This is an optimization exercise on Yosys and OpenROAD, whose aim is small area, not a production implementation. Where RTL was checked, it was by simulation tests only, not by an equivalence proof against the original. No functional check of the RTL was part of run 2. Power and IR drop assume default switching activity.

==> flow/run.sh <==
#!/bin/bash
# synth_recipe.tcl (not shown) runs the flow's synth.tcl, then flattens the netlist and writes it again
# the make line also repeats each setting of config.mk as NAME=value (left out here)
make -C /OpenROAD-flow-scripts/flow DESIGN_CONFIG=/design/flow/config.mk WORK_HOME=/design/flow/orfs CLKGATE_MAP_FILE= SYNTH_SCRIPT=/design/flow/synth_recipe.tcl finish
==> flow/config.mk <==
export PLATFORM = sky130hd
export DESIGN_NAME = mnt_fxu
export DESIGN_NICKNAME = mnt_fxu
export VERILOG_FILES = /design/flow/design.v
export SDC_FILE = /design/flow/constraint.sdc
export NUM_CORES = 4
export LEC_CHECK = 0
export CAP_MARGIN = 20
export CORE_MARGIN = 2
export CORE_UTILIZATION = 40
export SLEW_MARGIN = 20
==> flow/constraint.sdc <==
create_clock -name core_clock -period 14.0 [get_ports {clk}]
set_input_delay 2.8000 -clock core_clock [delete_from_list [all_inputs] [get_ports {clk}]]
set_output_delay 2.8000 -clock core_clock [all_outputs]
set_load 0.01 [all_outputs]
==> flow/design.v <==
module mnt_fxu (
    input  wire        clk,
    input  wire        rst,       
    input  wire        req,
    input  wire        we,
    input  wire [5:0]  addr,      
    input  wire [31:0] wdata,
    output wire        ready,
    output wire [31:0] rdata
);
    localparam [31:0] ID_VALUE = 32'h4D4E5431;
    reg [31:0] regs [0:15];
    reg [4:0]  ph;
    reg        run;
    reg [1:0]  pc;
    reg        ill, lipend;
    reg [3:0]  lird;
    reg [31:0] T, U, ACC;
    reg        cx, cy, c, sa, sb, nz, guard, sticky, hb;
    reg [4:0]  L;
    wire [5:0]  op = wdata[31:26];
    wire [3:0]  rd = wdata[25:22];
    wire [3:0]  ra = wdata[21:18];
    wire [3:0]  rb = wdata[17:14];
    wire [4:0]  k  = wdata[4:0];
    wire fmt_rrr = (op >= 6'h01 && op <= 6'h07) || op == 6'h0A;
    wire fmt_rrs = (op == 6'h08) || (op == 6'h09);
    wire fmt_rr  = (op == 6'h0B) || (op == 6'h0C) || (op >= 6'h10 && op <= 6'h17);
    wire fmt_ri  = (op == 6'h30);
    reg legal;
    always @(*) begin
        if (fmt_rrr)      legal = (wdata[13:0] == 14'd0);
        else if (fmt_rrs) legal = (wdata[17:5] == 13'd0);
        else if (fmt_rr)  legal = (wdata[17:0] == 18'd0);
        else if (fmt_ri)  legal = (wdata[21:0] == 22'd0);
        else              legal = 1'b0;
    end
    wire is_reg  = addr[5:4] == 2'b10;
    wire is_cmd  = we && addr == 6'h03;
    wire k_rd    = !we;
    wire k_wrr   = we && is_reg;
    wire k_li    = is_cmd && lipend;
    wire k_cmd   = is_cmd && !lipend && legal && !fmt_ri;
    wire k_long  = k_rd || k_wrr || k_li || k_cmd;
    wire imm     = req && !k_long;
    wire o_mul   = op == 6'h05 || op == 6'h06;
    wire o_div   = op == 6'h07;
    wire o_tof   = op == 6'h17;
    wire o_fromf = op == 6'h13;
    wire o_simple = fmt_rrr && !o_mul && !o_div;
    wire [1:0] last = k_rd ? 2'd1 : (k_wrr || k_li) ? 2'd0 :
                      (o_mul || o_div) ? 2'd3 : o_tof ? 2'd2 : 2'd1;
    wire p_load  = run && pc == 2'd0 && k_cmd;
    wire p_out   = run && k_cmd && pc == last;
    wire p_mul   = run && k_cmd && o_mul && pc == 2'd1;
    wire p_shout = run && k_cmd && o_mul && pc == 2'd2;
    wire p_div   = run && k_cmd && o_div && pc == 2'd1;
    wire p_copy  = run && k_cmd && o_div && pc == 2'd2;
    wire p_gs    = run && k_cmd && o_tof && pc == 2'd1;
    wire p_wr    = run && pc == 2'd0 && (k_wrr || k_li);
    wire ph0  = ph == 5'd0;
    wire ph31 = ph == 5'd31;
    assign ready = imm || (run && (k_rd ? (pc == 2'd1) : (ph31 && pc == last)));
    wire [3:0] idx_x = k_rd ? addr[3:0] : (p_copy ? rd : ra);
    wire       x = regs[idx_x][0];
    wire       y = regs[rb][0];
    wire negx = (o_div || o_tof) && sa;
    wire negy = o_div && sb;
    wire xn = x ^ (negx && cx);
    wire yn = y ^ (negy && cy);
    wire u_in = fmt_rrr ? yn : xn;
    wire [7:0] fe = U[30:23];
    reg  [5:0] dd;
    always @(*) begin
        case (op)
            6'h03, 6'h04:             dd = 6'h36;            
            6'h08:                    dd = -{1'b0, k};
            6'h09:                    dd = {1'b0, k};
            6'h10, 6'h11, 6'h12:      dd = 6'h36;            
            6'h14, 6'h15, 6'h16:      dd = 6'd10;
            6'h13:                    dd = 6'd12 - fe[5:0];   
            6'h17:                    dd = p_gs ? (6'd24 - {1'b0, L}) : ({1'b0, L} - 6'd23);
            default:                  dd = 6'd0;
        endcase
    end
    wire       rev = p_mul || p_div || (p_out && (o_mul || o_div));
    wire [4:0] base = rev ? {~ph[3:0], 1'b1} : 5'd0;
    wire [4:0] off  = rev ? ((p_out && op == 6'h05) ? 5'd22 : 5'd0) : dd[4:0];
    wire [4:0] sel  = base + off;
    wire       tp   = T[sel];
    wire [6:0] j    = {2'b00, ph} + {dd[5], dd};
    wire       jneg = j[6];
    wire       jbig = !j[6] && j[5];
    wire seen = ph0 ? 1'b0 : c;
    reg  o, c_nx;
    wire sub   = op == 6'h02 || op == 6'h04;
    wire w_add = (jneg ? 1'b0 : tp) ^ sub;
    wire cin_a = ph0 ? sub : c;
    wire fill  = (op == 6'h09 || op == 6'h14 || op == 6'h15) ? sa : 1'b0;
    wire v_sh  = jneg ? 1'b0 : jbig ? fill : tp;
    reg  win;
    always @(*) begin
        case (op)
            6'h0B:   win = ph >= 5'd10;
            6'h0C:   win = ph <  5'd10;
            6'h12:   win = ph >= 5'd10 && ph <= 5'd17;
            6'h16:   win = ph <= 5'd7;
            default: win = 1'b1;
        endcase
    end
    wire f_fnz  = |U[22:0];
    wire f_zero = (fe == 8'hFF && f_fnz) || fe <= 8'd116;
    wire f_sat  = fe >= 8'd148;
    wire v_ff   = jneg ? 1'b0 : (j <= 7'd22) ? tp : (j == 7'd23);
    wire       m_t   = jneg ? 1'b0 : tp;
    wire       up    = guard && (sticky || m_t);
    wire [7:0] e8    = {3'd0, L} + 8'd117;
    wire       ebit  = e8[ph[2:0] + 3'd1];
    wire       t_add = (ph <= 5'd22) ? m_t : ebit;
    wire       t_cc  = ph0 ? up : c;
    always @(*) begin
        o = 1'b0;
        c_nx = c;
        if (o_simple) begin
            if (op == 6'h0A) o = x & tp;
            else begin
                o    = x ^ w_add ^ cin_a;
                c_nx = (x & w_add) | (x & cin_a) | (w_add & cin_a);
            end
        end else if (o_mul) begin
            o = (op == 6'h05 && ph > 5'd21) ? hb : tp;
        end else if (o_div) begin
            o    = nz ? (tp ^ ((sa ^ sb) & seen)) : 1'b0;
            c_nx = seen | tp;
        end else if (o_fromf) begin
            o    = f_zero ? 1'b0 : f_sat ? (ph31 ? sa : !sa) : (v_ff ^ (sa & seen));
            c_nx = seen | v_ff;
        end else if (o_tof) begin
            o    = !nz ? 1'b0 : ph31 ? sa : (t_add ^ t_cc);
            c_nx = t_add & t_cc;
        end else begin
            o = v_sh & win;
        end
    end
    wire        bsub = p_div && !ACC[31];
    wire        ben  = p_div || (p_mul && tp);
    wire        ain  = p_div && tp;
    wire [31:0] sum  = {ACC[30:0], ain} + ((U & {32{ben}}) ^ {32{bsub}}) + {31'd0, bsub};
    wire        q    = !sum[31];
    wire       wr   = p_wr || p_out || p_div;
    wire [3:0] widx = k_wrr ? addr[3:0] : k_li ? lird : rd;
    wire       wbit = p_wr ? wdata[ph] : p_div ? q : o;
    integer r;
    always @(posedge clk) begin
        for (r = 0; r < 16; r = r + 1)
            regs[r] <= {(wr && widx == r) ? wbit : regs[r][0], regs[r][31:1]};
    end
    wire [31:0] id_v = ID_VALUE;
    wire cst = (addr == 6'h00) ? id_v[ph] :
               (addr == 6'h02) ? ((ph == 5'd1 && ill) || (ph == 5'd4 && lipend)) : 1'b0;
    reg t_in;
    always @(*) begin
        if (run && k_rd)  t_in = is_reg ? x : cst;
        else if (p_load)  t_in = o_simple ? y : xn;
        else if (p_shout) t_in = ACC[31];
        else if (p_copy)  t_in = x;
        else              t_in = T[0];
    end
    always @(posedge clk) begin
        T   <= {t_in, T[31:1]};
        ACC <= sum;
        if (p_load) U <= {u_in, U[31:1]};
        cx <= ph31 ? 1'b0 : (cx | x);
        cy <= ph31 ? 1'b0 : (cy | y);
        c  <= c_nx;
        if (p_out && ph == 5'd21) hb <= tp;
    end
    always @(posedge clk) begin
        if (rst) begin
            ph     <= 5'd0;
            run    <= 1'b0;
            pc     <= 2'd0;
            ill    <= 1'b0;
            lipend <= 1'b0;
            lird   <= 4'd0;
        end else begin
            ph <= ph + 5'd1;
            if (!run) begin
                if (req && k_long && ph31) begin
                    run <= 1'b1;
                    pc  <= 2'd0;
                end
                if (imm && we) begin
                    if (addr == 6'h02) begin
                        if (wdata[1]) ill <= 1'b0;
                    end else if (addr == 6'h03) begin
                        if (!legal) ill <= 1'b1;
                        else if (fmt_ri) begin
                            lipend <= 1'b1;
                            lird   <= rd;
                        end
                    end
                end
            end else if (ready) begin
                run <= 1'b0;
                if (k_li) lipend <= 1'b0;
            end else if (ph31) begin
                pc <= pc + 2'd1;
            end
        end
    end
    always @(posedge clk) begin
        if (!run && ph31) begin
            sa     <= x;
            sb     <= y;
            nz     <= 1'b0;
            guard  <= 1'b0;
            sticky <= 1'b0;
        end else begin
            if (p_load && u_in) begin
                nz <= 1'b1;
                L  <= ph;
            end
            if (p_gs) begin
                if (j == 7'd0) guard <= T[0];
                if (jneg) sticky <= sticky | T[0];
            end
        end
    end
    assign rdata = T;
endmodule
==> out/results.tsv, run 1 <==
metric	value	unit
Die Area	50260	um2
DIE HEIGHT	224.2	um
kind of critical path	input port to flip-flop	
Clock Sinks	636	
worst hold path endpoint	regs[15][12]	
Slew Viols, Final	0	
1st-iter DRT viols	630	
CTS tree	built	
port bufs	74	
core area	47850	um2
Fin. Hold Viols	0	
Period minus WS final	12.55	ns
pwr dens	153.6	nW/um2
crit path max fanout	19	
Max Clk Rate	79.69	MHz
clk_skew	0.06296	ns
number of CTS-inserted buffers	57	
reg2reg path depth	40	
CP arrival	13.05	ns
Worst-Skew Late Latency	0.63	ns
synthesized instance count	1547	
Max stage delay cell, worst path	clkdlybuf4s50_1	
drt total wl	39.61	mm
H-tree Lvls	2	
flops & latches, synth	636	
DRT Pass-1 Iters	5	
unique cell type count in the Yosys netlist	83	
Worst R2R Setup Slack	4.45	ns
Leakage	8.926	nW
Top FF cell, synth	dfxtp_1	
most area-consuming cells after synthesis	dfxtp_1 61%, edfxtp_1 6.3%, ha_1 3.4%, xnor2_1 3.0%, mux4_2 2.8%	
layout cells sized above 1	10.50	%
Post-synth EDFFs	41	
synthesized area per cell	12.54	um2
die span in x	224.2	um
total grt overflow	0	
CTS Hold Buffers Added	0	
Finished Core Util	47.73	%
most frequent cells in the layout	595 x dfxtp_1, 119 x nor2_1, 96 x nand2_1	
first-pass GRT wire length	62.14	mm
Area Overhead vs Synth	17.76	%
cell count after placement	2206	
number of global-route vias before repair	11180	
root buf cell	clkbuf_16	
# diodes	0	
synthesized area	19390	um2
postcts setup bufs	0	
crit path capture type	flip-flop	
post_cts resized	0	
FP Rows	80	
Worst Hold Path Cells	0	
detailed-route via count	11290	
gpl congestion	0.9245	
WL/cell	17.15	um
startpoint types	input port	
initial antenna violation count	3	
DR vias/cell	4.885	
hold path start	regs[15][13]	
HP Class	flip-flop to flip-flop	
ys async rst share	0	%
worst reg2reg endpoint	ACC[30]	
Clock Pin Slew Worst Setup and Hold Paths	0.06	ns
syn_nets	1645	
Worst-Margin Slew	1.109	ns
Seq/Total Area, Yosys	67.77	%
CP peak stage delay	0.84	ns
DPL Wire Length	27.83	mm
status	finished clean	
Final #Nets	1748	
share of the synthesized area in the top cell type	61.42	%
ANT nets after route	0	
pin count of the biggest net entering global routing	32	
CTS Buffer Depth	3	
commonest non-fill, non-tap cell in the layout	dfxtp_1	
Power Total	3.508	mW
total of max-cap violations	0	
maximum VDD drop	0.0001298	V
final std cells w/o fill	2310	
crit path from	wdata[26]	
GRT Util Overall	15.95	%
Top Ports	75	
Max transition margin	26.07	%
warning count from the yosys run	2	
setup repair after global routing missed its margin	false	
cell taking the most area after synthesis	dfxtp_1	
DRC	0	
post-route clock period utilization	89.63	%
worst r2r src	run	
FILL cells	4254	
critical path required time	14.50	ns
Final setup viols	0	
final setup TNS	0	ns
Initial Util	40.53	%
==> area by class of cell <==
cell class                 count  area, um2  area share [%]
clock buffer                  81       1657           7.254
sequential                   636      13140           57.55
clock inverter                23      331.6           1.452
tap                          615      769.5           3.369
multi-input combinational    819       5896           25.82
inverter                      44      165.2          0.7232
timing repair buffer          92      875.8           3.835
==> through the flow <==
step                      area [um2]  setup slack, ns  hold WS [ns]
after floorplan                19390            3.043        0.3096
after global placement         20850            1.215        0.3100
after detailed placement       20850           0.9442        0.3121
after CTS                      22840            1.526        0.3207
after global routing           22840           0.6554        0.3240
final                          22840            1.452        0.3204
==> state kept, by name (all words and copies together) (netlist names), 2 cells and up <==
register	cells
regs	512
lird	4
ph	5
pc	2
L	5
U	32
T	32
ACC	32
==> kinds of logic (layout without fill, tap and decap cells) <==
family	count (synthesis)	after routing	synth area share, %
other cells	1	1	0.01934
fa+ha+maj	56	56	3.768
buf+inv	92	240	1.858
compound gates	248	248	8.562
mux	57	57	4.542
simple gates	365	365	9.285
xor+xnor	92	92	4.194
flops	636	636	67.77
==> power by group <==
group / total [mW] / internal, mW / leakage [nW] / switching, mW
combinational: 0.103 / 0.0414 / 2.80 / 0.0616
clock: 1.58 / 0.909 / 0.962 / 0.669
sequential: 1.83 / 1.83 / 5.17 / 0.000653
==> critical path: cells and delay by family <==
family | cells | cell delay [ns]
adder cells (fa/ha/maj) | 2 | 0.65
AND/OR/NAND/NOR | 9 | 2.37
AO/OA/AOI/OAI | 21 | 4.17
buffers and inverters | 3 | 1.12
multiplexers | 3 | 0.96
XOR/XNOR | 3 | 0.96
==> synthesized netlist by cell type, drive strengths merged, types with 6 or more instances <==
master  count
dfxtp     595
nor2      120
nand2      96
a21oi      81
o21ai      68
xnor2      67
ha         52
inv        44
edfxtp     41
clkbuf     34
mux2i      28
xor2       25
mux4       24
nor3       21
nand3      20
nor2b      19
nor4       17
a21o       15
buf        14
nand2b     11
a31oi      10
and2       10
and3       10
nand4      10
a211oi      8
o21a        8
or2         7
o31ai       6
==> routing by layer <==
layer	up-vias	share of wire, %	global-route usage [%]
li1	5520	-	-
met4	6	2.5	5.234
met1	5410	48	22.61
met2	278	43	24.00
met3	71	6.0	3.804
met5	-	0.096	0
==> worst max-delay path by stage <==
stage / depth (start not counted) / slack [ns] / endpoint
after detailed placement: 41 / 0.94 / ACC[28]
final: 41 / 1.45 / ACC[30]
after CTS: 41 / 1.53 / ACC[30]
after global routing: 41 / 0.66 / ACC[30]
after global placement: 41 / 1.21 / ACC[28]
after floorplan: 43 / 3.04 / ACC[28]
==> inputs of run 2 (changes only) <==
--- a/flow/design.v
+++ b/flow/design.v
@@ -14,3 +14,3 @@
     reg        run;
-    reg [1:0]  pc;
+    reg [2:0]  pc;
     reg        ill, lipend;
@@ -18,3 +18,3 @@
     reg [31:0] T, U, ACC;
-    reg        cx, cy, c, sa, sb, nz, guard, sticky, hb;
+    reg        cx, c, sa, sb, nz, guard, sticky, hb;
     reg [4:0]  L;
@@ -50,23 +50,26 @@
     wire o_simple = fmt_rrr && !o_mul && !o_div;
-    wire [1:0] last = k_rd ? 2'd1 : (k_wrr || k_li) ? 2'd0 :
-                      (o_mul || o_div) ? 2'd3 : o_tof ? 2'd2 : 2'd1;
-    wire p_load  = run && pc == 2'd0 && k_cmd;
+    wire [2:0] last = k_rd ? 3'd1 : (k_wrr || k_li) ? 3'd0 :
+                      (o_mul || o_div) ? 3'd4 : o_tof ? 3'd2 : 3'd1;
+    wire md      = o_mul || o_div;
+    wire p_load  = run && k_cmd && pc == 3'd0;
+    wire p_loadu = run && k_cmd && (md ? pc == 3'd1 : pc == 3'd0);
     wire p_out   = run && k_cmd && pc == last;
-    wire p_mul   = run && k_cmd && o_mul && pc == 2'd1;
-    wire p_shout = run && k_cmd && o_mul && pc == 2'd2;
-    wire p_div   = run && k_cmd && o_div && pc == 2'd1;
-    wire p_copy  = run && k_cmd && o_div && pc == 2'd2;
-    wire p_gs    = run && k_cmd && o_tof && pc == 2'd1;
-    wire p_wr    = run && pc == 2'd0 && (k_wrr || k_li);
+    wire p_mul   = run && k_cmd && o_mul && pc == 3'd2;
+    wire p_shout = run && k_cmd && o_mul && pc == 3'd3;
+    wire p_div   = run && k_cmd && o_div && pc == 3'd2;
+    wire p_copy  = run && k_cmd && o_div && pc == 3'd3;
+    wire p_gs    = run && k_cmd && o_tof && pc == 3'd1;
+    wire p_wr    = run && pc == 3'd0 && (k_wrr || k_li);
     wire ph0  = ph == 5'd0;
     wire ph31 = ph == 5'd31;
-    assign ready = imm || (run && (k_rd ? (pc == 2'd1) : (ph31 && pc == last)));
-    wire [3:0] idx_x = k_rd ? addr[3:0] : (p_copy ? rd : ra);
+    assign ready = imm || (run && (k_rd ? (pc == 3'd1) : (ph31 && pc == last)));
+    wire [3:0] idx_x = k_rd ? addr[3:0] :
+                       !run ? ra :
+                       (pc == 3'd0) ? (o_simple ? rb : ra) :
+                       (pc == 3'd1 && md) ? rb :
+                       p_copy ? rd : ra;
     wire       x = regs[idx_x][0];
-    wire       y = regs[rb][0];
-    wire negx = (o_div || o_tof) && sa;
-    wire negy = o_div && sb;
+    wire negx = (o_div || o_tof) && sa && pc == 3'd0;
     wire xn = x ^ (negx && cx);
-    wire yn = y ^ (negy && cy);
-    wire u_in = fmt_rrr ? yn : xn;
+    wire u_in = xn;
     wire [7:0] fe = U[30:23];
@@ -144,6 +147,15 @@
     end
-    wire        bsub = p_div && !ACC[31];
+    wire        bsub = p_div && (!ACC[31] ^ sb);
     wire        ben  = p_div || (p_mul && tp);
     wire        ain  = p_div && tp;
-    wire [31:0] sum  = {ACC[30:0], ain} + ((U & {32{ben}}) ^ {32{bsub}}) + {31'd0, bsub};
+    wire [31:0] sum;
+    wire [31:0] aa   = {ACC[30:0], ain};
+    wire [31:0] bb   = (U & {32{ben}}) ^ {32{bsub}};
+    wire [32:0] cy;
+    assign cy[0] = bsub;
+    genvar gi;
+    generate for (gi = 0; gi < 32; gi = gi + 1) begin : rca
+        assign sum[gi]  = aa[gi] ^ bb[gi] ^ cy[gi];
+        assign cy[gi+1] = (aa[gi] & bb[gi]) | (aa[gi] & cy[gi]) | (bb[gi] & cy[gi]);
+    end endgenerate
     wire        q    = !sum[31];
@@ -163,3 +175,3 @@
         if (run && k_rd)  t_in = is_reg ? x : cst;
-        else if (p_load)  t_in = o_simple ? y : xn;
+        else if (p_load)  t_in = xn;
         else if (p_shout) t_in = ACC[31];
@@ -171,5 +183,4 @@
         ACC <= sum;
-        if (p_load) U <= {u_in, U[31:1]};
+        if (p_loadu) U <= {u_in, U[31:1]};
         cx <= ph31 ? 1'b0 : (cx | x);
-        cy <= ph31 ? 1'b0 : (cy | y);
         c  <= c_nx;
@@ -181,3 +192,3 @@
             run    <= 1'b0;
-            pc     <= 2'd0;
+            pc     <= 3'd0;
             ill    <= 1'b0;
@@ -190,3 +201,3 @@
                     run <= 1'b1;
-                    pc  <= 2'd0;
+                    pc  <= 3'd0;
                 end
@@ -207,3 +218,3 @@
             end else if (ph31) begin
-                pc <= pc + 2'd1;
+                pc <= pc + 3'd1;
             end
@@ -214,3 +225,2 @@
             sa     <= x;
-            sb     <= y;
             nz     <= 1'b0;
@@ -219,3 +229,4 @@
         end else begin
-            if (p_load && u_in) begin
+            if (p_loadu && ph31) sb <= x;
+            if (p_loadu && u_in) begin
                 nz <= 1'b1;
==> out/results.tsv, run 2 <==
metric	value	unit
critical path required time	14.50	ns
1st-iter DRT viols	697	
CTS tree	built	
Worst-Skew Late Latency	0.62	ns
WP buf/inv	8	
Cell Int Power	2.820	mW
synthesized instance count	1462	
initial antenna violation count	1	
synthesized area per cell	13.05	um2
met2 routed WL	18.41	mm
crit-path most repeated cell	fa_2	
maximum VDD drop	0.0001231	V
unique cell type count in the Yosys netlist	89	
area share of fa/ha/maj cells after synthesis	5.091	%
port bufs	74	
FP Rows	80	
share of the synthesized area in the top cell type	62.45	%
commonest non-fill, non-tap cell in the layout	dfxtp_1	
HP Class	flip-flop to flip-flop	
Max Clk Rate	54.25	MHz
Top FF cell, synth	dfxtp_1	
Slew Viols, Final	0	
post-synthesis compound-gate area fraction	6.632	%
flops & latches, synth	636	
DPL Wire Length	28.38	mm
most area-consuming cells after synthesis	dfxtp_1 62%, edfxtp_1 6.5%, fa_1 3.5%, xnor2_1 2.1%, mux4_2 2.0%	
Die Area	49450	um2
Initial Util	40.20	%
pin count of the biggest net entering global routing	35	
Area Overhead vs Synth	27.96	%
Clock Sinks	636	
Clock Pin Slew Worst Setup and Hold Paths	0.06	ns
uppermost layer routed	met4	
DRT Pass-1 Iters	5	
Max transition margin	40.56	%
CP arrival	18.93	ns
core area	47450	um2
most frequent cells in the layout	595 x dfxtp_1, 187 x buf_4, 93 x nand2_1	
gpl congestion	0.8999	
DRC	0	
ANT nets after route	0	
largest family of logic cells by synthesized area	simple AND/OR/NAND/NOR gates	
Psw	0.7459	mW
CTS Buffer Depth	3	
DIE HEIGHT	222.4	um
total of max-cap violations	0	
Seq pwr share	51.3	%
drt total wl	40.63	mm
DR vias/cell	4.709	
Post-Synth Simple-Gate Area	9.066	%
CP peak stage delay	0.63	ns
switching share of total power	20.92	%
number of global-route vias before repair	11680	
Synth Area in XOR/XNOR	2.663	%
multiplexer share of the synthesized area	4.887	%
Top reg by flops	regs	
met3 routed WL	1.814	mm
post-route clock period utilization	131.7	%
pwr dens	146.1	nW/um2
final hold slack	0.3089	ns
FILL cells	4179	
cell count after placement	2282	
GRT Util Overall	16.56	%
synthesized area	19070	um2
setup repair after global routing missed its margin	true	
startpoint types	input port	
most common cell in the netlist	dfxtp_1	
WL met1	19.55	mm
detailed-route via count	11370	
Post-synth EDFFs	41	
Fin. Hold Viols	0	
WL/cell	16.82	um
Final WS setup	-4.432	ns
first-pass GRT wire length	64.23	mm
ys async rst share	0	%
root buf cell	clkbuf_16	
crit path capture type	flip-flop	
Final #Nets	1853	
Final setup viols	26	
status	complete, but fails checks	
Worst-Margin Slew	0.8888	ns
CTS Hold Buffers Added	0	
Failed Checks	negative setup slack	
total grt overflow	0	
clock share of power	44.2	%
Seq/Total Area, Yosys	68.91	%
Post-synth top cells	595 x dfxtp_1, 97 x nand2_1, 87 x inv_1	
cell taking the most area after synthesis	dfxtp_1	
Period minus WS final	18.43	ns
die span in x	222.4	um
kind of critical path	input port to flip-flop	
layout cells sized above 1	24.93	%
Comb pwr share	4.5	%
final std cells w/o fill	2415	
Max stage delay cell, worst path	fa_2	
warning count from the yosys run	2	
max FFs per register	512	
Leakage	9.870	nW
number of CTS-inserted buffers	57	
clk_skew	0.04081	ns
H-tree Lvls	2	
Top Ports	75	
crit path max fanout	8	
syn_nets	1561	
Top delay family on crit path	adder cells	
## run 2: cell types whose count changed after synthesis, moves of 15 or more
cell     change
a21oi_1     -40
inv_1       +43
ha_1        -28
nor2_1      -44
fa_1        +29
xnor2_1     -22
o21ai_0     -15
## run 2: worst paths after layout
path	cells past startpoint	from	slack (ns)	endpoint
setup / recovery	62	addr[4]	-4.43	regs[12][31]
hold / removal	0	regs[3][25]	0.31	regs[3][24]
setup reg to reg	61	pc[1]	-2.16	regs[12][31]
hold reg to reg	0	regs[3][25]	0.31	regs[3][24]
## run 2: logic make-up after synthesis
group                    Yosys count
buffers and inverters            130
multiplexers                      65
other                              1
AO/OA/AOI/OAI                    179
AND/OR/NAND/NOR                  335
XOR/XNOR                          58
adder cells (fa/ha/maj)           58
flip-flops                       636
## run 2: timing repair
action	CTS	global route
hold endpoints to repair	0	0
cloned	1	1
gates resized for setup	42	66
pin swaps	11	12
setup buffers	12	17
setup endpoints to repair	28	28
## run 2: area by class of cell
type	count	area (um2)	share of cell area, %
multi-input combinational	696	5819	23.84
clock buffer	83	1709	7.003
clock inverter	19	271.5	1.112
tap	615	769.5	3.153
inverter	90	339.1	1.389
timing repair buffer	273	2347	9.618
antenna	3	7.507	0.03076
sequential	636	13140	53.85
## run 2: metrics by stage
step	setup TNS [ns]	instance area, um2	util, %	power, mW	worst slack [ns]
finish	-89.31	24410	51.44	3.566	-4.432
global route	-98.55	24400	51.42	3.694	-4.799
CTS	-88.53	24120	50.84	3.599	-4.346
detailed placement	-119.03	21900	46.16	2.013	-5.498
global placement	-114.34	21900	46.16	2.012	-5.307
floorplan	-89.31	19280	-	1.944	-4.396
## run 2: layer usage
layer | up-vias | global-route usage (%)
li1 | 5533 | -
met1 | 5542 | 22.82
met2 | 235 | 26.19
met3 | 63 | 3.518
met4 | 0 | 5.131
met5 | - | 0
## run 2: power by group through the flow
| stage | combinational [mW] | sequential (mW) | clock [mW] |
|---|---|---|---|
| floorplan | 0.0742 | 1.87 | 0 |
| global placement | 0.143 | 1.87 | 0 |
| detailed placement | 0.144 | 1.87 | 0 |
| CTS | 0.152 | 1.83 | 1.62 |
| global route | 0.172 | 1.83 | 1.69 |
| finish | 0.162 | 1.83 | 1.58 |
==> inputs of run 3 (changes only) <==
--- a/flow/design.v
+++ b/flow/design.v
@@ -19,2 +19,5 @@
     reg        cx, c, sa, sb, nz, guard, sticky, hb;
+    reg        tq;            
+    reg        bq;            
+    reg        m_mul, m_div;  
     reg [4:0]  L;
@@ -49,6 +52,6 @@
     wire o_fromf = op == 6'h13;
-    wire o_simple = fmt_rrr && !o_mul && !o_div;
+    wire md      = o_mul || o_div;
+    wire o_simple = fmt_rrr && !md;
     wire [2:0] last = k_rd ? 3'd1 : (k_wrr || k_li) ? 3'd0 :
-                      (o_mul || o_div) ? 3'd4 : o_tof ? 3'd2 : 3'd1;
-    wire md      = o_mul || o_div;
+                      md ? 3'd4 : o_tof ? 3'd2 : 3'd1;
     wire p_load  = run && k_cmd && pc == 3'd0;
@@ -56,5 +59,3 @@
     wire p_out   = run && k_cmd && pc == last;
-    wire p_mul   = run && k_cmd && o_mul && pc == 3'd2;
     wire p_shout = run && k_cmd && o_mul && pc == 3'd3;
-    wire p_div   = run && k_cmd && o_div && pc == 3'd2;
     wire p_copy  = run && k_cmd && o_div && pc == 3'd3;
@@ -62,2 +63,5 @@
     wire p_wr    = run && pc == 3'd0 && (k_wrr || k_li);
+    wire s_md    = run && pc == 3'd2;
+    wire s_mul   = s_md && m_mul;
+    wire s_div   = s_md && m_div;
     wire ph0  = ph == 5'd0;
@@ -72,4 +76,3 @@
     wire negx = (o_div || o_tof) && sa && pc == 3'd0;
-    wire xn = x ^ (negx && cx);
-    wire u_in = xn;
+    wire xn   = x ^ (negx && cx);
     wire [7:0] fe = U[30:23];
@@ -88,5 +91,7 @@
     end
-    wire       rev = p_mul || p_div || (p_out && (o_mul || o_div));
-    wire [4:0] base = rev ? {~ph[3:0], 1'b1} : 5'd0;
-    wire [4:0] off  = rev ? ((p_out && op == 6'h05) ? 5'd22 : 5'd0) : dd[4:0];
+    wire       rev  = md && pc != 3'd0;
+    wire [4:0] base = rev ? {~ph[3:0], 1'b0} : 5'd0;
+    wire [4:0] off  = !rev ? dd[4:0] :
+                      (pc == 3'd4 || (pc == 3'd3 && ph31)) ?
+                          ((op == 6'h05) ? 5'd22 : o_div ? 5'd1 : 5'd0) : 5'd0;
     wire [4:0] sel  = base + off;
@@ -133,6 +138,6 @@
         end else if (o_mul) begin
-            o = (op == 6'h05 && ph > 5'd21) ? hb : tp;
+            o = (op == 6'h05 && ph > 5'd21) ? hb : tq;
         end else if (o_div) begin
-            o    = nz ? (tp ^ ((sa ^ sb) & seen)) : 1'b0;
-            c_nx = seen | tp;
+            o    = nz ? (tq ^ ((sa ^ sb) & seen)) : 1'b0;
+            c_nx = seen | tq;
         end else if (o_fromf) begin
@@ -147,8 +152,8 @@
     end
-    wire        bsub = p_div && (!ACC[31] ^ sb);
-    wire        ben  = p_div || (p_mul && tp);
-    wire        ain  = p_div && tp;
-    wire [31:0] sum;
+    wire        bsub = s_div && (bq ^ sb);
+    wire        ben  = s_div || (s_mul && tq);
+    wire        ain  = s_div && tq;
     wire [31:0] aa   = {ACC[30:0], ain};
     wire [31:0] bb   = (U & {32{ben}}) ^ {32{bsub}};
+    wire [31:0] sum;
     wire [32:0] cy;
@@ -160,6 +165,5 @@
     end endgenerate
-    wire        q    = !sum[31];
-    wire       wr   = p_wr || p_out || p_div;
+    wire       wr   = p_wr || p_out || s_div;
     wire [3:0] widx = k_wrr ? addr[3:0] : k_li ? lird : rd;
-    wire       wbit = p_wr ? wdata[ph] : p_div ? q : o;
+    wire       wbit = p_wr ? wdata[ph] : s_div ? bq : o;
     integer r;
@@ -169,11 +173,8 @@
     end
-    wire [31:0] id_v = ID_VALUE;
-    wire cst = (addr == 6'h00) ? id_v[ph] :
-               (addr == 6'h02) ? ((ph == 5'd1 && ill) || (ph == 5'd4 && lipend)) : 1'b0;
     reg t_in;
     always @(*) begin
-        if (run && k_rd)  t_in = is_reg ? x : cst;
+        if (run && k_rd)  t_in = is_reg && x;
         else if (p_load)  t_in = xn;
         else if (p_shout) t_in = ACC[31];
-        else if (p_copy)  t_in = x;
+        else if (p_copy)  t_in = ph0 ? bq : x;
         else              t_in = T[0];
@@ -183,6 +184,10 @@
         ACC <= sum;
-        if (p_loadu) U <= {u_in, U[31:1]};
+        if (p_loadu) U <= {xn, U[31:1]};
         cx <= ph31 ? 1'b0 : (cx | x);
         c  <= c_nx;
-        if (p_out && ph == 5'd21) hb <= tp;
+        tq <= (p_shout && ph31 && op == 6'h06) ? ACC[31] : tp;    
+        bq <= !sum[31];
+        m_mul <= o_mul;
+        m_div <= o_div;
+        if (p_out && ph == 5'd21) hb <= tq;
     end
@@ -230,3 +235,3 @@
             if (p_loadu && ph31) sb <= x;
-            if (p_loadu && u_in) begin
+            if (p_loadu && xn) begin
                 nz <= 1'b1;
@@ -240,3 +245,6 @@
     end
-    assign rdata = T;
+    wire rd_id  = addr == 6'h00;
+    wire rd_st  = addr == 6'h02;
+    assign rdata = T | ({32{rd_id}} & ID_VALUE) |
+                   {27'd0, rd_st & lipend, 2'b00, rd_st & ill, 1'b0};
 endmodule
==> out/results.tsv, run 3 <==
metric	value	unit
CP peak stage delay	0.41	ns
Worst-Skew Late Latency	0.62	ns
clk_skew	0.04626	ns
status	finished clean	
GRT Util Overall	15.49	%
max FFs per register	512	
Die Area	49760	um2
Clock Sinks	640	
ANT nets after route	0	
Post-synth top cells	599 x dfxtp_1, 116 x nor2_1, 88 x inv_1	
Max Clk Rate	74.37	MHz
drt total wl	38.12	mm
most common cell in the netlist	dfxtp_1	
Top Ports	75	
port bufs	74	
# diodes	0	
synthesized area per cell	12.82	um2
storage element area	13220	um2
most frequent cells in the layout	598 x dfxtp_1, 115 x nor2_1, 88 x inv_1	
CP arrival	13.96	ns
FILL cells	4193	
final setup TNS	0	ns
DRT Pass-1 Iters	7	
Top reg by flops	regs	
Max stage delay cell, worst path	fa_1	
Period minus WS final	13.45	ns
Post-synth EDFFs	41	
Max transition margin	38.39	%
number of CTS-inserted buffers	59	
die span in x	223.1	um
Fin. Hold Viols	0	
initial antenna violation count	0	
pwr dens	157.9	nW/um2
crit path capture type	flip-flop	
commonest non-fill, non-tap cell in the layout	dfxtp_1	
CTS Buffer Depth	3	
Slew Viols, Final	0	
synthesized instance count	1497	
multi-input combinational cell area	5374	um2
switching share of total power	20.99	%
H-tree Lvls	2	
detailed-route via count	10820	
root buf cell	clkbuf_16	
post-route clock period utilization	96.04	%
first-pass GRT wire length	60.24	mm
fin area	22580	um2
unique cell type count in the Yosys netlist	82	
kind of critical path	flip-flop to flip-flop	
DIE HEIGHT	223.1	um
Final setup viols	0	
WL/cell	16.93	um
CTS tree	built	
total grt overflow	0	
Clock Pin Slew Worst Setup and Hold Paths	0.06	ns
layout cells sized above 1	12.10	%
crit-path most repeated cell	fa_1	
Top FF cell, synth	dfxtp_1	
1st-iter DRT viols	600	
most area-consuming cells after synthesis	dfxtp_1 62%, edfxtp_1 6.4%, fa_1 3.4%, nor2_1 2.3%, mux2i_1 2.0%	
FP Rows	80	
Leakage	8.908	nW
critical path required time	14.51	ns
number of global-route vias before repair	10910	
core area	47550	um2
clock share of power	45.3	%
ys async rst share	0	%
cell taking the most area after synthesis	dfxtp_1	
Psw	0.7483	mW
DR vias/cell	4.805	
DRC	0	
Finished Core Util	47.49	%
Cell Int Power	2.817	mW
pin count of the biggest net entering global routing	35	
Seq/Total Area, Yosys	68.88	%
flops & latches, synth	640	
Seq pwr share	51.6	%
warning count from the yosys run	2	
startpoint types	flip-flop	
maximum VDD drop	0.0001094	V
share of the synthesized area in the top cell type	62.46	%
Worst-Margin Slew	0.9219	ns
Final #Nets	1686	
setup repair after global routing missed its margin	false	
gpl congestion	0.8825	
HP Class	flip-flop to flip-flop	
Comb pwr share	3.1	%
DPL Wire Length	25.92	mm
Area Overhead vs Synth	17.63	%
total of max-cap violations	0	
syn_nets	1596	
crit path max fanout	6	
placed instance area	20520	um2
postcts setup bufs	0	
synthesized area	19200	um2
Initial Util	40.38	%
-- run 3: power groups by stage --
| stage | clock (mW) | combinational [mW] | sequential [mW] |
|---|---|---|---|
| floorplan | 0 | 0.0639 | 1.88 |
| global placement | 0 | 0.108 | 1.88 |
| detailed placement | 0 | 0.109 | 1.88 |
| CTS | 1.66 | 0.109 | 1.84 |
| global route | 1.74 | 0.118 | 1.84 |
| finish | 1.62 | 0.110 | 1.84 |
-- run 3: metrics by stage --
step                      power, mW  hold WS, ns  setup slack (ns)  instances
after global placement        1.990       0.3103            0.5334       2141
final                         3.566       0.2983            0.5542       2251
after global routing          3.694       0.2966           0.04437       2251
after detailed placement      1.990       0.3121            0.2731       2141
after floorplan               1.946       0.3096            0.5434       1497
after CTS                     3.610       0.2974            0.2353       2251
-- run 3: kinds of logic (layout without fill, tap and decap cells) --
kind of cell / after synthesis / in the layout / share of synthesized area, %
AO/OA/AOI/OAI: 200 / 200 / 6.974
XOR/XNOR: 28 / 28 / 1.277
adder cells (fa/ha/maj): 57 / 57 / 5.006
buffers and inverters: 149 / 288 / 3.304
flip-flops: 640 / 640 / 68.88
multiplexers: 74 / 74 / 4.966
AND/OR/NAND/NOR: 349 / 349 / 9.594
-- run 3: worst max-delay path: cells and delay by family (launching register included) --
| kind | cells | cell delay (ns) |
|---|---|---|
| flip-flops | 1 | 0.37 |
| AND/OR/NAND/NOR | 4 | 0.59 |
| AO/OA/AOI/OAI | 1 | 0.12 |
| XOR/XNOR | 3 | 0.51 |
| adder cells (fa/ha/maj) | 31 | 11.52 |
| buffers and inverters | 3 | 0.21 |
-- run 3: worst paths after layout --
kind         cells after the start          to  slack (ns)        from
min reg2reg                      0  regs[4][5]        0.30  regs[4][6]
max reg2reg                     42     ACC[31]        0.55       pc[0]
min                              0  regs[4][5]        0.30  regs[4][6]
max                             42     ACC[31]        0.55       pc[0]
-- run 3: layer usage --
metal / global-route usage, % / routed length, um / vias up
met5: 0 / 0 / -
met4: 6.517 / 1321 / 0
met3: 3.332 / 1932 / 82
met2: 24.89 / 17630 / 256
met1: 20.32 / 17240 / 5242
li1: - / - / 5237
-- run 3: area by class of cell --
type,instances,share of cell area (%)
Inverter,90,1.496
Clock inverter,28,1.302
Clock buffer,82,7.691
Tap cell,615,3.408
Timing Repair Buffer,88,3.746
Multi-Input combinational cell,708,23.80
Sequential cell,640,58.56
-- run 3: timing repair --
item	CTS	global route
hold buffers	0	0
gates resized for setup	0	10
endpoints found under the setup margin	0	2
hold endpoints to repair	0	0
==> inputs of run 4 (changes only) <==
--- a/flow/config.mk
+++ b/flow/config.mk
@@ -10,2 +10,5 @@
 export CORE_UTILIZATION = 40
+export CTS_BUF_LIST = sky130_fd_sc_hd__clkbuf_8
+export CTS_CLUSTER_DIAMETER = 50
+export CTS_CLUSTER_SIZE = 20
 export SLEW_MARGIN = 20
==> out/results.tsv, run 4 <==
metric	value	unit
status	finished clean	
syn_nets	1596	
Post-synth EDFFs	41	
most common cell in the netlist	dfxtp_1	
Worst-Skew Late Latency	0.64	ns
Worst R2R Setup Slack	0.52	ns
CP peak stage delay	0.42	ns
most frequent cells in the layout	598 x dfxtp_1, 115 x nor2_1, 90 x inv_1	
CP arrival	14.02	ns
Final #Nets	1676	
storage element area	13220	um2
Clock Sinks	640	
Top FF cell, synth	dfxtp_1	
H-tree Lvls	2	
Top Ports	75	
clock share of power	34.7	%
WP buf/inv	3	
DR vias/cell	4.823	
Leakage	8.434	nW
FP Rows	80	
Post-synth top cells	599 x dfxtp_1, 116 x nor2_1, 88 x inv_1	
Period minus WS final	13.48	ns
grt peak-use layer	met2	
total of max-cap violations	0	
WL/cell	16.98	um
CTS Hold Buffers Added	0	
critical path required time	14.54	ns
DPL Wire Length	25.92	mm
clk_skew	0.03104	ns
DRT Pass-1 Iters	5	
Max Clk Rate	74.19	MHz
final std cells w/o fill	2217	
warning count from the yosys run	2	
Slew Viols, Final	0	
drt total wl	37.64	mm
Seq/Total Area, Yosys	68.88	%
Max stage delay cell, worst path	fa_1	
layout cells sized above 1	10.61	%
crit path capture type	flip-flop	
max FFs per register	512	
detailed-route via count	10690	
first-pass GRT wire length	59.13	mm
port bufs	74	
Area Overhead vs Synth	12.51	%
initial antenna violation count	0	
kind of critical path	flip-flop to flip-flop	
Final setup viols	0	
CTS tree	built	
root buf cell	clkbuf_8	
met2 usage	24.40	%
maximum VDD drop	0.0001099	V
unique cell type count in the Yosys netlist	82	
startpoint types	flip-flop	
flops & latches, synth	640	
Worst Hold Path Cells	0	
ANT nets after route	0	
switching share of total power	22.92	%
met1 usage	20.13	%
Top delay family on crit path	adder cells	
reg2reg path depth	42	
worst r2r src	pc[0]	
crit path max fanout	6	
M3 GR Usage	3.082	%
DIE HEIGHT	223.1	um
Fin. Hold Viols	0	
pre-CTS WS	0.2731	ns
Max transition margin	39.05	%
Final WS setup	0.5203	ns
number of global-route vias before repair	10750	
setup repair after global routing missed its margin	false	
worst hold path endpoint	regs[13][15]	
final setup TNS	0	ns
1st-iter DRT viols	610	
commonest non-fill, non-tap cell in the layout	dfxtp_1	
Clock Pin Slew Worst Setup and Hold Paths	0.11	ns
Die Area	49760	um2
# diodes	0	
synthesized instance count	1497	
Seq pwr share	61.7	%
hold path start	regs[13][16]	
share of the synthesized area in the top cell type	62.46	%
Finished Core Util	45.43	%
pwr dens	138.1	nW/um2
total grt overflow	0	
synthesized area	19200	um2
gpl congestion	0.8825	
core area	47550	um2
worst reg2reg endpoint	ACC[31]	
cell count after placement	2141	
CTS Buffer Depth	3	
most area-consuming cells after synthesis	dfxtp_1 62%, edfxtp_1 6.4%, fa_1 3.4%, nor2_1 2.3%, mux2i_1 2.0%	
Worst-Margin Slew	0.9120	ns
number of CTS-inserted buffers	49	
post-route clock period utilization	96.28	%
multi-input combinational cell area	5371	um2
die span in x	223.1	um
Psw	0.6834	mW
Cell Int Power	2.299	mW
GRT Util Overall	15.24	%
cell taking the most area after synthesis	dfxtp_1	
FILL cells	4277	
Top reg by flops	regs	
synthesized area per cell	12.82	um2
HP Class	flip-flop to flip-flop	
Comb pwr share	3.7	%
ys async rst share	0	%
DRC	0	
Initial Util	40.38	%
pin count of the biggest net entering global routing	35	
crit-path most repeated cell	fa_1	
[run 4: worst max-delay path by stage]
stage              end  slack, ns  depth (start not counted)  startpoint
3_3_place_gp   ACC[31]       0.53                         42       pc[0]
3_5_place_dp   ACC[31]       0.27                         42       pc[0]
5_1_grt        ACC[31]       0.02                         42       pc[0]
6_report       ACC[31]       0.52                         42       pc[0]
4_1_cts        ACC[31]       0.25                         42       pc[0]
2_1_floorplan  ACC[31]       0.54                         43         run
[run 4: cell families (layout without fill, tap and decap cells)]
kind of cell               Yosys count  count (layout)  synth area share, %
xor gates and xnor gates            28              28                1.277
buffers and inverters              149             254                3.304
adders and majority gates           57              57                5.006
and+or+nand+nor                    349             349                9.594
AOI/OAI and AO/OA                  200             200                6.974
DFF                                640             640                68.88
muxes                               74              74                4.966
[run 4: what timing repair did]
action                     CTS  global route
gates resized for setup      0            10
setup endpoints to repair    0             2
buffers inserted             0             0
hold endpoints to repair     0             0
[run 4: cell type report]
cell class	instances	area share, %
flip-flops and latches	640	61.23
inverters	90	1.564
multi-input cells	708	24.87
well taps	615	3.563
clock buffers	52	3.314
repair buffers	88	3.916
clock inverters	24	1.547
[run 4: power by group through the flow]
stage | logic (mW) | clock network (mW) | registers (mW)
detailed placement | 0.109 | 0 | 1.88
floorplan | 0.0639 | 0 | 1.88
CTS | 0.109 | 1.08 | 1.84
global route | 0.118 | 1.14 | 1.84
global placement | 0.108 | 0 | 1.88
finish | 0.110 | 1.03 | 1.84
[run 4: per-layer routing]
layer / up-vias / share of wire [%] / routed length, um
met3: 78 / 4.7 / 1772
met5: - / 0 / 0
met2: 254 / 46 / 17200
met4: 0 / 3.6 / 1373
li1: 5185 / - / -
met1: 5175 / 46 / 17300
[run 4: metrics by stage]
step | total power [mW] | instance area (um2) | hold slack [ns]
after CTS | 3.026 | 21570 | 0.3045
final | 2.982 | 21600 | 0.3192
after global placement | 1.990 | 20520 | 0.3103
after floorplan | 1.946 | 19200 | 0.3096
after detailed placement | 1.990 | 20520 | 0.3121
after global routing | 3.103 | 21600 | 0.2932
==> inputs of run 5 (changes only) <==
==> flow/flow/run.sh (new file) <==
#!/bin/bash
# Standard ORFS layout, with small port buffers and a clock tree without dummy loads.
set -euo pipefail
export BUFFER_PORTS_ARGS="-buffer_cell sky130_fd_sc_hd__buf_1"
export CTS_ARGS="-sink_clustering_enable -repair_clock_nets -dont_use_dummy_load -sink_clustering_size 16 -sink_clustering_max_diameter 50 -buf_list sky130_fd_sc_hd__clkbuf_8"
bash standard.sh > standard_flow.log 2>&1
==> flow/standard.sh (new file) <==
#!/bin/bash
# synth_recipe.tcl (not shown) runs the flow's synth.tcl, then flattens the netlist and writes it again
# the make line also repeats each setting of config.mk as NAME=value (left out here)
make -C /OpenROAD-flow-scripts/flow DESIGN_CONFIG=/design/flow/config.mk WORK_HOME=/design/flow/orfs CLKGATE_MAP_FILE= SYNTH_SCRIPT=/design/flow/synth_recipe.tcl "${@:-finish}"
--- a/flow/config.mk
+++ b/flow/config.mk
@@ -10,5 +10,2 @@
 export CORE_UTILIZATION = 40
-export CTS_BUF_LIST = sky130_fd_sc_hd__clkbuf_8
-export CTS_CLUSTER_DIAMETER = 50
-export CTS_CLUSTER_SIZE = 20
 export SLEW_MARGIN = 20
removed: flow/run.sh
==> out/results.tsv, run 5 <==
metric	value	unit
status	finished clean	
Clock Sinks	640	
layout cells sized above 1	9.373	%
Max Clk Rate	74.45	MHz
share of the synthesized area in the top cell type	62.46	%
startpoint types	flip-flop	
die span in x	223.1	um
gpl congestion	0.8869	
Final setup viols	0	
synthesized area	19200	um2
pwr dens	133.8	nW/um2
Synth Area in XOR/XNOR	1.277	%
FP Rows	80	
Area Overhead vs Synth	8.375	%
port bufs	74	
Period minus WS final	13.43	ns
Final #Nets	1680	
Post-Synth Simple-Gate Area	9.594	%
DRT Pass-1 Iters	6	
Max stage delay cell, worst path	fa_1	
Worst-Margin Slew	0.8861	ns
GRT Util Overall	14.69	%
post-route clock period utilization	95.94	%
Top FF cell, synth	dfxtp_1	
Slew Viols, Final	0	
unique cell type count in the Yosys netlist	82	
clk_skew	0.1011	ns
Power Total	2.783	mW
number of CTS-inserted buffers	52	
post-synthesis compound-gate area fraction	6.974	%
most area-consuming cells after synthesis	dfxtp_1 62%, edfxtp_1 6.4%, fa_1 3.4%, nor2_1 2.3%, mux2i_1 2.0%	
commonest non-fill, non-tap cell in the layout	dfxtp_1	
DR vias/cell	4.784	
number of global-route vias before repair	10550	
# diodes	0	
postcts setup bufs	0	
cell taking the most area after synthesis	dfxtp_1	
ys async rst share	0	%
H-tree Lvls	2	
Clock Pin Slew Worst Setup and Hold Paths	0.09	ns
setup repair after global routing missed its margin	false	
largest family of logic cells by synthesized area	simple AND/OR/NAND/NOR gates	
first-pass GRT wire length	57.97	mm
root buf cell	clkbuf_8	
core area	47550	um2
critical path required time	14.49	ns
most common cell in the netlist	dfxtp_1	
CP peak stage delay	0.42	ns
CTS Buffer Depth	3	
detailed-route via count	10500	
drt total wl	35.82	mm
WL/cell	16.32	um
Post-synth EDFFs	41	
Initial Util	40.38	%
max FFs per register	512	
DIE HEIGHT	223.1	um
synthesized area per cell	12.82	um2
warning count from the yosys run	2	
final setup TNS	0	ns
Leakage	8.092	nW
DRC	0	
syn_nets	1596	
CP arrival	13.93	ns
Finished Core Util	43.76	%
DPL Wire Length	24.88	mm
fin area	20810	um2
Fin. Hold Viols	0	
HP Class	flip-flop to flip-flop	
ANT nets after route	0	
total grt overflow	0	
area share of fa/ha/maj cells after synthesis	5.006	%
maximum VDD drop	0.0001120	V
kind of critical path	flip-flop to flip-flop	
Top Ports	75	
total of max-cap violations	0	
initial antenna violation count	1	
Max transition margin	40.71	%
Top reg by flops	regs	
crit path max fanout	6	
CTS tree	built	
crit path capture type	flip-flop	
crit-path most repeated cell	fa_1	
Post-synth top cells	599 x dfxtp_1, 116 x nor2_1, 88 x inv_1	
flops & latches, synth	640	
1st-iter DRT viols	710	
Die Area	49760	um2
pin count of the biggest net entering global routing	35	
Worst-Skew Late Latency	0.66	ns
most frequent cells in the layout	598 x dfxtp_1, 115 x nor2_1, 88 x inv_1	
synthesized instance count	1497	
placed instance area	20060	um2
Seq/Total Area, Yosys	68.88	%
multiplexer share of the synthesized area	4.966	%
## run 5: worst paths after layout
path / from / depth (start not counted) / to / slack [ns]
setup reg to reg: pc[0] / 42 / ACC[31] / 0.57
setup / recovery: pc[0] / 42 / ACC[31] / 0.57
hold reg to reg: regs[6][1] / 0 / regs[6][0] / 0.25
hold / removal: regs[6][1] / 0 / regs[6][0] / 0.25
## run 5: cell type report
cell class | instances | area, um2
fillers | 4362 | 26740
flip-flops and latches | 640 | 13220
multi-input cells | 708 | 5368
well taps | 615 | 769.5
clock buffers | 52 | 715.7
repair buffers | 89 | 390.4
inverters | 90 | 337.8
## run 5: what timing repair did
item,in CTS,in global routing
gates resized for setup,0,8
hold buffers,0,0
setup endpoints to repair,0,2
## run 5: cell families (layout without fill, tap and decap cells)
logic type / after synthesis / after routing
AOI/OAI and AO/OA: 200 / 200
and+or+nand+nor: 349 / 349
xor gates and xnor gates: 28 / 28
buffers and inverters: 149 / 231
muxes: 74 / 74
DFF: 640 / 640
adders and majority gates: 57 / 57
## run 5: metrics by stage
step / setup slack, ns / hold slack, ns / cells
CTS: 0.2884 / 0.2372 / 2194
finish: 0.5686 / 0.2536 / 2194
floorplan: 0.5434 / 0.3096 / 1497
global route: 0.01120 / 0.2427 / 2194
global placement: 0.5148 / 0.3105 / 2142
detailed placement: 0.3133 / 0.3121 / 2142
## run 5: metal layers
metal | up-vias | wire length (um) | GRT usage [%]
met5 | - | 8 | 0
met4 | 2 | 1073 | 5.607
met3 | 66 | 1542 | 2.739
met2 | 217 | 16570 | 23.56
met1 | 5055 | 16620 | 19.81
li1 | 5156 | - | -
## run 5: critical path: cells and delay by family, from the launching register on
family | cells | cell delay, ns
AO/OA/AOI/OAI | 1 | 0.12
XOR/XNOR | 3 | 0.50
adder cells (fa/ha/maj) | 31 | 11.55
buffers and inverters | 3 | 0.20
flip-flops | 1 | 0.37
AND/OR/NAND/NOR | 4 | 0.61
## run 5: where the power goes
part           switching (mW)  internal [mW]  leakage, nW  total (mW)
Combinational          0.0635         0.0368         2.52       0.100
Clock                   0.514          0.331        0.374       0.844
Sequential            0.00137           1.84         5.20        1.84
Total                   0.579           2.20         8.09        2.78
==> inputs of run 6 (changes only) <==
--- a/flow/config.mk
+++ b/flow/config.mk
@@ -7,2 +7,3 @@
 export LEC_CHECK = 0
+export ABC_AREA = 1
 export CAP_MARGIN = 20
==> out/results.tsv, run 6 <==
metric	value	unit
status	finished clean	
ys async rst share	0	%
number of global-route vias before repair	11080	
Seq/Total Area, Yosys	68.55	%
multi-input combinational cell area	4937	um2
total of max-cap violations	0	
synthesized instance count	1752	
die span in x	223.6	um
crit-path most repeated cell	fa_1	
CP arrival	13.87	ns
root buf cell	clkbuf_8	
Worst-Skew Late Latency	0.66	ns
Top Ports	75	
CTS Hold Buffers Added	0	
pwr dens	133.8	nW/um2
setup repair after global routing missed its margin	false	
DPL Wire Length	25.99	mm
share of the synthesized area in the top cell type	62.17	%
synthesized area per cell	11.01	um2
clk_skew	0.09452	ns
kind of critical path	flip-flop to flip-flop	
H-tree Lvls	2	
Clock Pin Slew Worst Setup and Hold Paths	0.09	ns
crit path max fanout	12	
CTS Buffer Depth	3	
maximum VDD drop	0.0001127	V
Die Area	50000	um2
initial antenna violation count	2	
CTS tree	built	
Worst-Margin Slew	0.9939	ns
detailed-route via count	11400	
first-pass GRT wire length	58.55	mm
Post-synth EDFFs	41	
met1 usage	20.84	%
Area Overhead vs Synth	8.367	%
critical path required time	14.49	ns
layout cells sized above 1	7.267	%
WL/cell	14.90	um
Initial Util	40.49	%
DRC	0	
FP Rows	80	
ANT nets after route	0	
grt peak-use layer	met2	
Worst R2R Setup Slack	0.63	ns
M3 GR Usage	3.437	%
Final #Nets	1945	
worst r2r src	pc[0]	
met2 usage	22.11	%
Worst Hold Path Cells	0	
Finished Core Util	43.87	%
Fin. Hold Viols	0	
1st-iter DRT viols	741	
Slew Viols, Final	0	
warning count from the yosys run	2	
most common cell in the netlist	dfxtp_1	
hold path start	regs[9][2]	
post-route clock period utilization	95.53	%
Period minus WS final	13.37	ns
Max Clk Rate	74.77	MHz
flops & latches, synth	640	
Top FF cell, synth	dfxtp_1	
Post-synth top cells	599 x dfxtp_1, 227 x inv_1, 219 x nand2_1	
port bufs	74	
worst hold path endpoint	regs[9][1]	
crit path capture type	flip-flop	
Leakage	8.917	nW
GRT Util Overall	14.85	%
number of CTS-inserted buffers	52	
drt total wl	36.64	mm
total grt overflow	0	
pin count of the biggest net entering global routing	34	
# diodes	0	
commonest non-fill, non-tap cell in the layout	dfxtp_1	
gpl congestion	0.8917	
Clock Sinks	640	
cell taking the most area after synthesis	dfxtp_1	
synthesized area	19290	um2
most area-consuming cells after synthesis	dfxtp_1 62%, edfxtp_1 6.4%, inv_1 4.4%, nand2_1 4.3%, fa_1 3.4%	
Top reg by flops	regs	
most frequent cells in the layout	599 x dfxtp_1, 226 x inv_1, 219 x nand2_1	
CP peak stage delay	0.41	ns
Max stage delay cell, worst path	fa_1	
reg2reg path depth	42	
Max transition margin	32.90	%
unique cell type count in the Yosys netlist	58	
worst reg2reg endpoint	bq	
FILL cells	4514	
storage element area	13220	um2
final setup TNS	0	ns
DIE HEIGHT	223.6	um
max FFs per register	512	
syn_nets	1851	
final hold slack	0.2801	ns
Final setup viols	0	
core area	47650	um2
DRT Pass-1 Iters	7	
DR vias/cell	4.637	
startpoint types	flip-flop	
HP Class	flip-flop to flip-flop	
## run 6: cell type report
class	instances	share of cell area, %
tap	615	3.681
timing repair buffer	83	1.670
inverter	241	4.351
multi-input combinational	828	23.62
clock buffer	52	3.424
sequential	640	63.26
## run 6: report_power, final
part	switching, mW	internal (mW)
Sequential	0.00406	1.84
Clock	0.519	0.331
Combinational	0.0749	0.0300
## run 6: kinds of logic after synthesis
logic type,after synthesis,share of synthesized area (%)
fa+ha+maj,57,4.982
mux,1,0.05189
buf+inv,284,6.000
simple gates,528,12.93
xor+xnor,21,0.9535
compound gates,221,6.532
flops,640,68.55
## run 6: timing repair
action,CTS,global route
endpoints found under the hold margin,0,0
setup endpoints to repair,0,3
setup buffers,0,2
gates resized for setup,0,10
## run 6: per-stage QoR
stage / total power, mW / instance area (um2) / instances / setup WS [ns]
2_1_floorplan: 1.955 / 19290 / 1752 / 0.8573
3_3_place_gp: 1.988 / 20140 / 2405 / 0.6101
3_5_place_dp: 1.988 / 20140 / 2405 / 0.4020
4_1_cts: 2.835 / 20860 / 2457 / 0.3275
5_1_grt: 2.918 / 20900 / 2459 / 0.02257
6_report: 2.797 / 20900 / 2459 / 0.6252
## run 6: per-layer routing
layer  wire [um]  vias up
met5          27        -
met4        1255        4
met3        2105       86
met2       15530      280
met1       17720     5308
li1            -     5724
## run 6: critical path: cells and delay by family, from the launching register on
family                   cells  cell delay (ns)
AND/OR/NAND/NOR              5             0.59
buffers and inverters        4             0.38
flip-flops                   1             0.36
adder cells (fa/ha/maj)     31            11.63
AO/OA/AOI/OAI                1             0.10
XOR/XNOR                     1             0.19
## run 6: how the worst max path moves through the flow
| stage | startpoint | to | slack, ns | cells past startpoint |
|---|---|---|---|---|
| final | pc[0] | bq | 0.63 | 42 |
| after detailed placement | pc[0] | bq | 0.40 | 42 |
| after floorplan | run | bq | 0.86 | 40 |
| after global routing | pc[0] | bq | 0.02 | 42 |
| after global placement | pc[0] | bq | 0.61 | 42 |
| after CTS | pc[0] | bq | 0.33 | 42 |
==> inputs of run 7 (changes only) <==
--- a/flow/config.mk
+++ b/flow/config.mk
@@ -10,3 +10,3 @@
 export CORE_MARGIN = 2
-export CORE_UTILIZATION = 40
+export CORE_UTILIZATION = 70
 export SLEW_MARGIN = 20
==> out/results.tsv, run 7 <==
metric	value	unit
Worst-Skew Late Latency	0.59	ns
core area	27030	um2
port bufs	74	
1st-iter DRT viols	952	
DRC	0	
Final WS setup	0.4523	ns
total of max-cap violations	0	
final setup TNS	0	ns
Worst R2R Setup Slack	0.45	ns
worst r2r src	pc[1]	
initial antenna violation count	2	
gpl congestion	0.9146	
Period minus WS final	13.55	ns
maximum VDD drop	0.0001228	V
most common cell in the netlist	dfxtp_1	
Area Overhead vs Synth	6.590	%
CTS tree	built	
synthesized instance count	1752	
most area-consuming cells after synthesis	dfxtp_1 62%, edfxtp_1 6.4%, inv_1 4.4%, nand2_1 4.3%, fa_1 3.4%	
Clock Pin Slew Worst Setup and Hold Paths	0.10	ns
Worst-Margin Slew	0.9133	ns
detailed-route via count	11820	
DPL Wire Length	27.15	mm
max FFs per register	512	
commonest non-fill, non-tap cell in the layout	dfxtp_1	
critical path required time	14.44	ns
unique cell type count in the Yosys netlist	58	
layout cells sized above 1	7.325	%
share of the synthesized area in the top cell type	62.17	%
Initial Util	71.37	%
Die Area	28900	um2
worst hold path endpoint	regs[10][1]	
post-route clock period utilization	96.77	%
Fin. Hold Viols	0	
number of global-route vias before repair	11370	
ANT nets after route	0	
CP arrival	13.99	ns
fin area	20560	um2
total grt overflow	0	
Top FF cell, synth	dfxtp_1	
placed instance area	19800	um2
synthesized area per cell	11.01	um2
CTS Buffer Depth	3	
DRT Pass-1 Iters	5	
pin count of the biggest net entering global routing	34	
crit path capture type	flip-flop	
synthesized area	19290	um2
status	finished clean	
FILL cells	1682	
cell taking the most area after synthesis	dfxtp_1	
Slew Viols, Final	0	
DR vias/cell	5.409	
pwr dens	134.6	nW/um2
ys async rst share	0	%
first-pass GRT wire length	59.24	mm
reg2reg path depth	40	
Leakage	8.916	nW
Seq/Total Area, Yosys	68.55	%
number of CTS-inserted buffers	49	
DIE HEIGHT	170	um
Power Total	2.768	mW
H-tree Lvls	2	
WL/cell	17.35	um
worst reg2reg endpoint	bq	
CTS Hold Buffers Added	0	
crit path max fanout	23	
startpoint types	flip-flop	
flops & latches, synth	640	
Worst Hold Path Cells	0	
Final setup viols	0	
Max Clk Rate	73.81	MHz
syn_nets	1851	
Max stage delay cell, worst path	dfxtp_1	
GRT Util Overall	26.59	%
Top Ports	75	
kind of critical path	flip-flop to flip-flop	
Post-synth EDFFs	41	
clk_skew	0.08149	ns
drt total wl	37.94	mm
Final #Nets	1944	
crit-path most repeated cell	fa_1	
Post-synth top cells	599 x dfxtp_1, 227 x inv_1, 219 x nand2_1	
FP Rows	60	
warning count from the yosys run	2	
HP Class	flip-flop to flip-flop	
Finished Core Util	76.08	%
Clock Sinks	640	
die span in x	170	um
hold path start	regs[10][2]	
Max transition margin	39.11	%
Top reg by flops	regs	
root buf cell	clkbuf_8	
pre-CTS WS	0.08938	ns
CP peak stage delay	0.42	ns
most frequent cells in the layout	598 x dfxtp_1, 225 x inv_1, 219 x nand2_1	
## run 7: cell counts after synthesis
Identical to the previous run, type by type.
## run 7: cell type report
class	instances	area, um2	area share, %
Antenna cell	2	5.005	0.02434
Clock buffer	49	674.4	3.280
Inverter	241	909.6	4.424
Sequential cell	640	13220	64.32
Tap cell	341	426.7	2.075
Timing Repair Buffer	85	371.6	1.807
Multi-Input combinational cell	828	4950	24.07
## run 7: metal layers
metal | global-route usage (%) | vias up | share of wire (%) | wire length (um)
met3 | 4.791 | 95 | 6.9 | 2607
met1 | 37.40 | 5559 | 45 | 16910
li1 | - | 5731 | - | -
met2 | 42.06 | 438 | 45 | 17240
met5 | 0 | - | 0 | 0
met4 | 9.142 | 0 | 3.1 | 1174
## run 7: cell families after synthesis
logic type / Yosys count / share of synthesized area (%)
XOR/XNOR: 21 / 0.9535
AO/OA/AOI/OAI: 221 / 6.532
buffers and inverters: 284 / 6.000
flip-flops: 640 / 68.55
multiplexers: 1 / 0.05189
adder cells (fa/ha/maj): 57 / 4.982
AND/OR/NAND/NOR: 528 / 12.93
## run 7: worst max-delay path by stage
stage	from	end	cells after the start
2_1_floorplan	run	bq	40
3_3_place_gp	pc[0]	bq	41
3_5_place_dp	pc[0]	bq	41
4_1_cts	pc[0]	bq	41
5_1_grt	pc[0]	bq	42
6_report	pc[1]	bq	40
## run 7: timing repair
| item | CTS | global route |
|---|---|---|
| pin swaps | 0 | 3 |
| setup buffers | 0 | 4 |
| setup endpoints to repair | 1 | 3 |
| resized for setup | 1 | 16 |
## run 7: metrics by stage
| step | hold WS, ns | instances |
|---|---|---|
| 2_1_floorplan | 0.3096 | 1752 |
| 3_3_place_gp | 0.3096 | 2131 |
| 3_5_place_dp | 0.3121 | 2131 |
| 4_1_cts | 0.2831 | 2180 |
| 5_1_grt | 0.2916 | 2185 |
| 6_report | 0.3072 | 2186 |
## run 7: critical path: cells and delay by family, from the launching register on
kind                     cells  cell delay (ns)
flip-flops                   1             0.42
AND/OR/NAND/NOR              3             0.47
buffers and inverters        4             0.42
AO/OA/AOI/OAI                1             0.16
XOR/XNOR                     1             0.21
adder cells (fa/ha/maj)     31            11.73
## run 7: where the power goes
part	total (mW)	leakage, nW	switching, mW	internal (mW)
Clock	0.822	0.352	0.508	0.313
Combinational	0.106	3.35	0.0753	0.0304
Sequential	1.84	5.21	0.00225	1.84
Total	2.77	8.92	0.586	2.18

-- what the ideal ports hide --
In the flow no input, the clock included, has a driving cell. The finished layouts below were timed again as built, in two steps. Step 1 sets driving cells, clkbuf_16 on the clock port and buf_2 on the other inputs (assumed; they add their load-dependent delay and slew). Step 2, shift: input delay + t, output delay - t, t = (earliest + latest rising clock arrival at the registers) / 2. This alone moves slack from input paths to output paths. Three values: ideal ports, drivers, drivers and shift; two values: the first two.
run | t, ns | setup WS [ns] | worst hold slack (ns) | clock arrival spread, ns | pins driven straight from the clock port
run 1 | 0.653 | 1.452 / 1.434 / 0.781 | 0.320 / 0.320 / 0.320 | 0.065 / 0.064 | 1
run 2 | 0.660 | -4.432 / -4.398 / -5.058 | 0.309 / 0.309 / 0.309 | 0.043 / 0.042 | 1
run 3 | 0.654 | 0.554 / 0.554 / 0.554 | 0.298 / 0.298 / 0.298 | 0.051 / 0.050 | 1
run 4 | 0.678 | 0.520 / 0.520 / 0.520 | 0.319 / 0.319 / 0.319 | 0.032 / 0.032 | 1
run 5 | 0.647 | 0.569 / 0.569 / 0.569 | 0.254 / 0.254 / 0.254 | 0.118 / 0.118 | 1
run 6 | 0.659 | 0.625 / 0.625 / 0.625 | 0.280 / 0.280 / 0.280 | 0.096 / 0.096 | 1
run 7 | 0.598 | 0.452 / 0.452 / 0.452 | 0.307 / 0.307 / 0.307 | 0.082 / 0.082 | 1
For run 1, which loses most, drivers alone change the setup slack by -0.018 ns; drivers and shift together by -0.671 ns.
